Context: an optimization exercise on an open-source flow, tuned for small area. The choices shown serve that exercise and are no tape-out recipe. Only simulation tests tie the RTL to the original design; equivalence was not proved. Power is estimated from default activity; no workload was simulated.

[flow/flow/run.sh]
#!/bin/bash
# Standard layout, with the port buffers made from the smallest buffer cell,
# the synthesis buffers removed before placement, and a clock tree of
# clkbuf_8 leaf clusters without dummy loads.
set -euo pipefail
export BUFFER_PORTS_ARGS="-buffer_cell sky130_fd_sc_hd__buf_1"
export REMOVE_ABC_BUFFERS=1
export CTS_ARGS="-sink_clustering_enable -repair_clock_nets -dont_use_dummy_load -sink_clustering_size 16 -sink_clustering_max_diameter 60 -buf_list sky130_fd_sc_hd__clkbuf_8"
bash standard.sh > standard.log 2>&1
[flow/standard.sh]
#!/bin/bash
# synth_recipe.tcl (not shown) runs the flow's synth.tcl, then flattens the netlist and writes it again
# the make line also repeats each setting of config.mk as NAME=value (left out here)
make -C /OpenROAD-flow-scripts/flow DESIGN_CONFIG=/design/flow/config.mk WORK_HOME=/design/flow/orfs CLKGATE_MAP_FILE= SYNTH_SCRIPT=/design/flow/synth_recipe.tcl "${@:-finish}"
[flow/config.mk]
export PLATFORM = sky130hd
export DESIGN_NAME = nb_engine
export DESIGN_NICKNAME = nb_engine
export VERILOG_FILES = /design/flow/design.v
export SDC_FILE = /design/flow/constraint.sdc
export NUM_CORES = 4
export LEC_CHECK = 0
export CAP_MARGIN = 20
export CORE_MARGIN = 2
export CORE_UTILIZATION = 65
export SLEW_MARGIN = 20
[flow/constraint.sdc]
create_clock -name core_clock -period 8.0 [get_ports {clk}]
set_input_delay 1.6000 -clock core_clock [delete_from_list [all_inputs] [get_ports {clk}]]
set_output_delay 1.6000 -clock core_clock [all_outputs]
set_load 0.01 [all_outputs]
[flow/design.v]
module nb_engine (
    input  wire         clk,
    input  wire         rst,
    input  wire         cmd_valid,
    output wire         cmd_ready,
    input  wire [127:0] cmd_desc,
    output wire         busy,
    input  wire         src_valid,
    output wire         src_ready,
    input  wire [31:0]  src_data,
    output wire         dst_valid,
    output wire [31:0]  dst_data,
    input  wire [15:0]  cfg_wait_bound,
    input  wire         cfg_rfin_clk_low,
    output wire         bus_clk,
    output wire         bus_nrd,
    output wire         bus_start,
    output wire         bus_doe,
    output wire [7:0]   bus_dout,
    input  wire [7:0]   bus_din,
    input  wire         bus_nwait,
    output wire         irq_inhibit,
    input  wire [15:0]  owm_in,
    output wire         owm_we,
    output wire [15:0]  owm_wdata,
    output wire [1:0]   status_code,
    output wire [1:0]   status_where,
    output wire [31:0]  status_index,
    output wire [39:0]  status_addr
);
    localparam [15:0] M_BUS = 16'h01FF;
    localparam [7:0] OPC_POKE = 8'h01;
    localparam [7:0] OPC_PEEK = 8'h02;
    localparam [5:0]
        S_IDLE   = 6'd0,
        S_END    = 6'd12,
        S_NRD    = 6'd28,
        S_START  = 6'd23,
        S_DIR    = 6'd13,
        S_AWAIT  = 6'd24,
        S_CE1    = 6'd14,
        S_CE2    = 6'd31,
        S_CE3    = 6'd25,
        S_CX1    = 6'd9,
        S_CX2    = 6'd17,
        S_WWAIT  = 6'd8,
        S_R_DIR  = 6'd26,
        S_R_NRD  = 6'd20,
        S_F_CLK  = 6'd4,
        S_F_NRD  = 6'd18,
        S_F_DIR  = 6'd2,
        S_FWAIT  = 6'd16,
        S_BEAT0  = 6'd32,
        S_RBEAT0 = 6'd34;
    reg [5:0]  seq;
    reg        ph_a;           
    reg        op_peek;
    reg [39:0] a;              
    reg [31:0] rn;             
    reg [31:0] i;              
    reg        step_r;         
    reg [31:0] w;              
    reg [15:0] cn;             
    reg        clk_r, nrd_r, start_r, doe_r;
    reg [7:0]  dout_r;
    reg        st_tmo, st_con;
    reg [1:0]  st_wh;
    reg [31:0] st_index;
    reg [39:0] st_addr;
    wire [7:0]  d_opc  = cmd_desc[127:120];
    wire [23:0] d_rsv  = cmd_desc[119:96];
    wire [31:0] d_n    = cmd_desc[95:64];
    wire [39:0] d_addr = cmd_desc[39:0];
    wire        d_ok   = (d_rsv == 24'd0) && (d_opc == OPC_POKE || d_opc == OPC_PEEK);
    wire c_up;
    wire [40:0] a_cy;
    wire [32:0] i_cy;
    wire [32:0] r_cy;
    wire [16:0] c_cy;
    assign a_cy[0] = step_r;
    assign i_cy[0] = step_r;
    assign r_cy[0] = step_r;
    assign c_cy[0] = c_up;
    genvar g;
    generate
        for (g = 0; g < 40; g = g + 1) begin : g_a
            if (g == 19) begin : g_la
                assign a_cy[g+1] = a_cy[0] & (&a[19:0]);
            end else begin : g_rp
                assign a_cy[g+1] = a_cy[g] & a[g];
            end
        end
        for (g = 0; g < 32; g = g + 1) begin : g_i
            assign i_cy[g+1] = i_cy[g] & i[g];
            assign r_cy[g+1] = r_cy[g] & rn[g];
        end
        for (g = 0; g < 16; g = g + 1) begin : g_c
            assign c_cy[g+1] = c_cy[g] & cn[g];
        end
    endgenerate
    wire [39:0] a_inc  = a ^ a_cy[39:0];
    wire [31:0] i_inc  = i ^ i_cy[31:0];
    wire [31:0] rn_inc = rn ^ r_cy[31:0];
    wire [15:0] c_inc  = cn ^ c_cy[15:0];
    wire        rn_hi  = &rn[31:1];
    wire        last   = rn_hi & !rn[0];    
    wire        fin    = rn_hi & rn[0];     
    wire        pg_end = (a[7:0] == 8'hFF);
    wire timeout = (cfg_wait_bound != 16'd0) && (cn == 16'hFFFE);
    wire [5:0] rfin_first = cfg_rfin_clk_low ? S_F_CLK : S_F_NRD;
    wire       s_beat = seq[5];
    wire [2:0] beat   = seq[4:2];
    wire s_drv  = s_beat && (seq[1:0] == 2'd0);
    wire s_smp  = s_beat && (seq[1:0] == 2'd3);
    wire s_d0   = (seq == S_BEAT0);
    wire rd     = !ph_a && op_peek;
    wire idle  = (seq == S_IDLE);
    wire s_end = (seq == S_END) || ((seq == S_NRD) && ph_a && !op_peek && fin);
    wire s_cx2 = (seq == S_CX2);
    wire in_cs = (s_beat && !rd) || (seq == S_CE2) || (seq == S_CE3) || (seq == S_CX1) || s_cx2;
    wire s_wait = (seq == S_AWAIT) || (seq == S_WWAIT) || (seq == S_FWAIT);
    wire w_ld   = (seq == S_NRD) && !ph_a && src_valid;
    wire w_sh   = (s_drv && !ph_a) || s_smp;
    wire w_hold = !w_ld && !w_sh;
    wire o_drv  = s_drv && !rst;
    wire o_a0   = o_drv && ph_a && (beat == 3'd0);
    wire o_a1   = o_drv && ph_a && (beat == 3'd1);
    wire o_a2   = o_drv && ph_a && (beat == 3'd2);
    wire o_a3   = o_drv && ph_a && (beat == 3'd3);
    wire o_a4   = o_drv && ph_a && beat[2];
    wire o_w    = o_drv && !ph_a;
    wire o_hold = !s_drv && !rst;
    wire smp_last = s_smp && (beat[1:0] == 2'd3);
    wire w_go     = (seq == S_WWAIT) && bus_nwait;
    wire step     = smp_last || w_go;
    wire beat_end = ph_a ? beat[2] : (beat[1:0] == 2'd3);
    wire tmo_ev = s_wait && !bus_nwait && timeout;
    wire i_clr  = rst || idle || s_end;
    wire [31:0] i_d = i_clr ? 32'd0 : i_inc;
    wire st_we  = rst || tmo_ev || s_end || (idle && cmd_valid && !d_ok);
    assign c_up = s_wait;
    wire c_ld   = (seq == S_CE2);
    wire c_keep = c_up || (seq == S_CE3) || s_beat || (seq == S_CX1);
    assign cmd_ready    = idle;
    assign busy         = !idle;
    assign src_ready    = (seq == S_NRD) && !ph_a;
    assign dst_valid    = step_r && op_peek;
    assign dst_data     = w;
    assign bus_clk      = clk_r;
    assign bus_nrd      = nrd_r;
    assign bus_start    = start_r;
    assign bus_doe      = doe_r;
    assign bus_dout     = dout_r;
    assign irq_inhibit  = in_cs;
    assign owm_we       = s_d0 || s_cx2;
    assign owm_wdata    = s_cx2 ? ~cn : M_BUS;
    assign status_code  = {st_con, st_tmo};
    assign status_where = {st_con | (st_tmo & st_wh[1]), st_con | (st_tmo & st_wh[0])};
    assign status_index = st_index;
    assign status_addr  = st_addr & {40{st_tmo}};
    always @(posedge clk) begin
        step_r <= step && !rst;
        a  <= idle ? d_addr : a_inc;
        rn <= idle ? ~d_n : rn_inc;
        i  <= i_d;
        if (idle)
            op_peek <= (d_opc == OPC_PEEK);
        cn <= c_ld ? ~owm_in : (c_keep ? c_inc : ~cfg_wait_bound);
        w <= ({32{w_ld}} & src_data) | ({32{w_sh}} & {bus_din, w[31:8]}) | ({32{w_hold}} & w);
        dout_r <= ({8{o_a0}} & a[7:0])   | ({8{o_a1}} & a[15:8]) | ({8{o_a2}} & a[23:16]) |
                  ({8{o_a3}} & a[31:24]) | ({8{o_a4}} & a[39:32]) | ({8{o_w}} & w[7:0]) |
                  ({8{o_hold}} & dout_r);
        if (st_we)
            st_index <= i_d;
        if (tmo_ev)
            st_addr  <= a;
    end
    always @(posedge clk) begin
        if (rst) begin
            seq         <= S_IDLE;
            clk_r       <= 1'b0;
            nrd_r       <= 1'b1;
            start_r     <= 1'b0;
            doe_r       <= 1'b1;
            st_tmo      <= 1'b0;
            st_con      <= 1'b0;
            st_wh       <= 2'd0;
        end else begin
            if (tmo_ev) begin
                st_tmo <= 1'b1;
                st_con <= 1'b0;
                st_wh  <= (seq == S_AWAIT) ? 2'd0 : (seq == S_WWAIT) ? 2'd1 : 2'd2;
                seq    <= S_IDLE;
            end else if (s_beat) begin
                case (seq[1:0])
                    2'd0: begin
                        if (ph_a)
                            start_r <= (beat == 3'd0);
                        seq[1:0] <= 2'd1;
                    end
                    2'd1: begin
                        clk_r    <= 1'b1;
                        seq[1:0] <= rd ? 2'd3 : 2'd2;
                    end
                    2'd2: begin
                        clk_r <= 1'b0;
                        if (rd)
                            seq[1:0] <= 2'd1;
                        else if (beat_end)
                            seq <= S_CX1;
                        else
                            seq <= {1'b1, beat + 3'd1, 2'd0};
                    end
                    default: begin
                        if (beat[1:0] != 2'd3)
                            seq <= {1'b1, beat + 3'd1, 2'd2};
                        else
                            seq <= (!last && !pg_end) ? S_R_DIR : rfin_first;
                    end
                endcase
            end else begin
                case (seq)
                    S_IDLE: begin
                        ph_a <= 1'b1;
                        if (cmd_valid) begin
                            if (d_ok) begin
                                seq <= S_NRD;
                            end else begin
                                st_tmo <= 1'b0;
                                st_con <= 1'b1;
                            end
                        end
                    end
                    S_END: begin
                        st_tmo <= 1'b0;
                        st_con <= 1'b0;
                        seq    <= S_IDLE;
                    end
                    S_NRD: begin
                        if (s_end) begin
                            st_tmo <= 1'b0;
                            st_con <= 1'b0;
                            seq    <= S_IDLE;
                        end else if (ph_a || src_valid)
                            seq <= S_START;
                    end
                    S_START: begin if (ph_a) start_r <= 1'b1; seq <= S_DIR; end
                    S_DIR:   seq <= ph_a ? S_AWAIT : S_CE1;
                    S_AWAIT: if (bus_nwait) seq <= S_CE1;
                    S_CE1:   seq <= S_CE2;
                    S_CE2:   seq <= S_CE3;
                    S_CE3:   seq <= S_BEAT0;
                    S_CX1:   seq <= S_CX2;
                    S_CX2: begin
                        if (ph_a) begin
                            if (!op_peek) begin
                                ph_a <= 1'b0;
                                seq  <= S_NRD;
                            end else begin
                                ph_a <= 1'b0;
                                seq  <= fin ? rfin_first : S_R_DIR;
                            end
                        end else
                            seq <= S_WWAIT;
                    end
                    S_WWAIT: begin
                        if (bus_nwait) begin
                            if (last)
                                seq <= S_END;
                            else begin
                                ph_a <= pg_end;
                                seq  <= S_NRD;
                            end
                        end
                    end
                    S_R_DIR: begin doe_r <= 1'b0; seq <= S_R_NRD; end
                    S_R_NRD: begin nrd_r <= 1'b0; seq <= S_RBEAT0; end
                    S_F_CLK: begin clk_r <= 1'b0; seq <= S_F_NRD; end
                    S_F_NRD: begin nrd_r <= 1'b1; seq <= S_F_DIR; end
                    S_F_DIR: begin doe_r <= 1'b1; seq <= S_FWAIT; end
                    S_FWAIT: begin
                        if (bus_nwait) begin
                            ph_a <= 1'b1;
                            seq  <= fin ? S_END : S_NRD;
                        end
                    end
                    default: seq <= S_IDLE;
                endcase
            end
        end
    end
endmodule
==> results.txt <==
-- state kept, by name (all words and copies together), names as in the netlist, 2 cells and up, named ones only --
signal / count
dout_r: 8
i: 32
seq: 5
a: 40
rn: 32
st_wh: 2
st_addr: 40
st_index: 32
w: 32
cn: 16
-- synthesized netlist by cell type (2+ instances only) --
cell type,instances,area (um2)
nand2_1,273,1020
dfxtp_1,175,3500
ha_1,120,1500
o21ai_0,81,405
edfxtp_1,74,2220
and2_1,73,457
clkbuf_1,51,191
a22oi_1,49,368
nor2_1,33,124
nand3_1,23,115
nor3_1,21,105
nor4_1,21,131
nand4_1,19,119
a21oi_1,15,75.1
inv_1,11,41.3
nand2b_1,9,56.3
a222oi_1,8,80.1
buf_2,8,40.0
a211oi_1,5,37.5
a31oi_1,5,31.3
a211o_1,4,35.0
a21o_1,4,30.0
a311oi_1,4,35.0
and3_1,4,25.0
buf_1,4,15.0
nor2b_1,4,25.0
xnor2_1,4,35.0
o31ai_1,3,22.5
or3_1,3,18.8
or4_1,3,22.5
xor2_1,3,26.3
a221o_1,2,20.0
buf_4,2,15.0
mux2i_1,2,20.0
nor3b_1,2,15.0
nor4b_1,2,17.5
o211ai_1,2,15.0
o311ai_0,2,17.5
-- power by group --
| part | total, mW | switching, mW | internal [mW] |
|---|---|---|---|
| clock network | 0.605 | 0.381 | 0.225 |
| registers | 2.04 | 0.312 | 1.73 |
| logic | 1.56 | 1.02 | 0.543 |
| total | 4.21 | 1.71 | 2.50 |
-- critical path, delay by kind of cell, from the launching register on --
family                     cells  cell delay, ps
adders and majority gates     31            5720
xor gates and xnor gates       1             130
DFF                            1             410
and+or+nand+nor                1             210
-- per-stage QoR --
stage	instances	total power, mW	setup WS (ps)	hold WS (ps)
2_1_floorplan	1087	3.06	1800	436
3_3_place_gp	1650	3.54	1470	444
3_5_place_dp	1650	3.61	1310	447
4_1_cts	1670	4.20	1220	462
5_1_grt	1670	4.53	957	478
6_report	1670	4.21	1290	459
-- final cells by class --
cell class,instances,area (um2),area share [%]
inverter,12,45.0,0.348
multi-input combinational,826,5280,40.8
clock buffer,20,275,2.13
tap,225,282,2.18
sequential,249,5730,44.3
timing repair buffer,338,1330,10.2
-- routing by layer --
layer	global-route usage (%)	part of all wire, %	vias up
met3	5.76	9.3	43
met2	48.7	48	378
li1	-	-	4680
met5	0	0	-
met1	39.6	41	4394
met4	6.94	1.8	0
-- cells by family after synthesis --
family                     after synthesis  synth area share [%]
and+or+nand+nor                        499                  20.8
xor gates and xnor gates                 7                 0.544
muxes                                    3                 0.278
buffers and inverters                   77                  2.72
AOI/OAI and AO/OA                      197                  11.5
adders and majority gates              120                  13.3
DFF                                    249                  50.8
-- final timing paths --
path / from / end / slack, ps / depth (start not counted)
setup / recovery: step_r / st_index[31] / 1290 / 33
hold / removal: w[12] / w[12] / 460 / 2
setup reg to reg: step_r / st_index[31] / 1290 / 33
hold reg to reg: w[12] / w[12] / 460 / 2
==> flow_metrics.py <==
metrics = {
    "floorplanning": {
        "io_pins": 348,
        "core-area_mm2": 0.0171,
        "dieArea_mm2": 0.0184,
        "rows": 48,
        "die_w_um": 136,
        "fp.dieH_um": 136,
        "initial_utilization_pct": 65.8,
    },
    "clocking": {
        "ctsHoldBuffers": 0,
        "cts_root_buffer": "clkbuf_8",
        "clock_latency_ps": 550,
        "cts_inserted_buffers": 20,
        "path_clk_slew_ps": 100,
        "cts_tree": "done",
        "post_cts_buffers": 0,
        "cts_resized": 0,
        "clk_path_buf_depth": 3,
        "htreeDepth": 1,
        "cts.sinks": 249,
    },
    "drt": {
        "first_pass_iters": 5,
        "drt_iter0_drc": 670,
        "ant_nets": 0,
        "routed_wl_um": 27800,
        "drc": 0,
        "viasPerCell": 5.69,
        "post_drt_wl_per_cell_um": 16.7,
        "vias": 9495,
    },
    "yosys": {
        "avgSynthCellArea_um2": 9.78,
        "synth-edff-count": 74,
        "syn_inst": 1152,
        "synth_cell_types": 62,
        "synthFlopType": "dfxtp_1",
        "async_flop_share_pct": 0,
        "ys_seq_area_share_pct": 50.8,
        "synth-seq-cells": 249,
        "synth_area_mm2": 0.0113,
        "ys_warn_count": 1,
    },
    "final_layout": {
        "area_delta_synth_final_pct": 14.7,
        "diodes": 0,
        "fin_util_pct": 75.5,
        "final_common_cell": "buf_1",
        "layout_common_cells": "323 x buf_1, 273 x nand2_1, 175 x dfxtp_1, 120 x ha_1, 81 x o21ai_0",
        "nFillCells": 1287,
        "drive_above_1_share_pct": 3.46,
        "fin_nets": 1773,
        "final_cell_area_mm2": 0.0129,
    },
    "grt": {
        "grt.total_usage_pct": 29.2,
        "grt_max_degree": 60,
        "grt_overflow_total": 0,
        "antenna_found_initial": 0,
        "first_global_vias": 8618,
        "grt_pass1_wl_um": 42900,
    },
    "sta": {
        "slew-limit-headroom_pct": 33.2,
        "fin_setup_tns_ps": 0,
        "min_period_ps": 6710,
        "worstMarginPinSlew_ps": 995,
        "timing.final.crit_share_pct": 83.9,
        "rsz0062_at_grt": "no",
        "fmax_mhz": 149,
        "finClkSkew_ps": 77.5,
        "slew_viol_final": 0,
        "setup_viol": 0,
        "final_hold_viol_count": 0,
    },
    "pwr": {
        "powerDensity_mw_per_mm2": 326,
        "ir_drop_mv": 0.234,
        "p_leak_nw": 5.57,
    },
    "setup_path": {
        "worst_ep_arrival_time_ps": 7030,
        "crit_fanout": 5,
        "criticalPathCategory": "flip-flop to flip-flop",
        "crit_path_start_kind": "flip-flop",
        "slowest_stage": "dfxtp_1",
        "required_ps": 8320,
        "critPathCaptureType": "flip-flop",
        "critPathMostFrequentCell": "ha_1",
        "max_stage_delay_ps": 410,
    },
    "placement": {
        "place_congestion": 0.891,
        "post_dp_cell_area_mm2": 0.0126,
        "dp_hpwl_um": 20400,
        "io_buffers": 323,
    },
    "worst_hold_path": {
        "hp-class": "flip-flop to flip-flop",
    },
    "run_status": {
        "status": "no timing/DRC/antenna violations",
    },
    "run": {
        "cap_violations": 0,
    },
}

==> separate check: timing with driven ports <==
How much do the figures lean on ideal ports? The routed layout below was timed once more, with nothing changed but the port constraints.
Step 1 (the two cells are an assumption about what drives the block):
set clk [get_ports {clk}]
set_driving_cell -lib_cell sky130_fd_sc_hd__clkbuf_16 $clk
set_driving_cell -lib_cell sky130_fd_sc_hd__buf_2 [delete_from_list [all_inputs] $clk]
Step 2 times the ports against the registers' clock, not the clock port: input delays grow and output delays shrink by t, the midpoint of the rising clock arrivals with the driver on.
Slacks: ideal ports / drivers / drivers and shift; pairs: ideal ports / drivers.
shift t [ns]: 0.551
setup slack, ns: 1.287 / 1.287 / 1.287
worst hold slack (ns): 0.459 / 0.459 / 0.459
worst slew at a driven data input, ns: 0.07
After both steps setup and hold are still met in this run. The setup slack of this run moves by 0.000 ns with the drivers and by 0.000 ns with both steps.
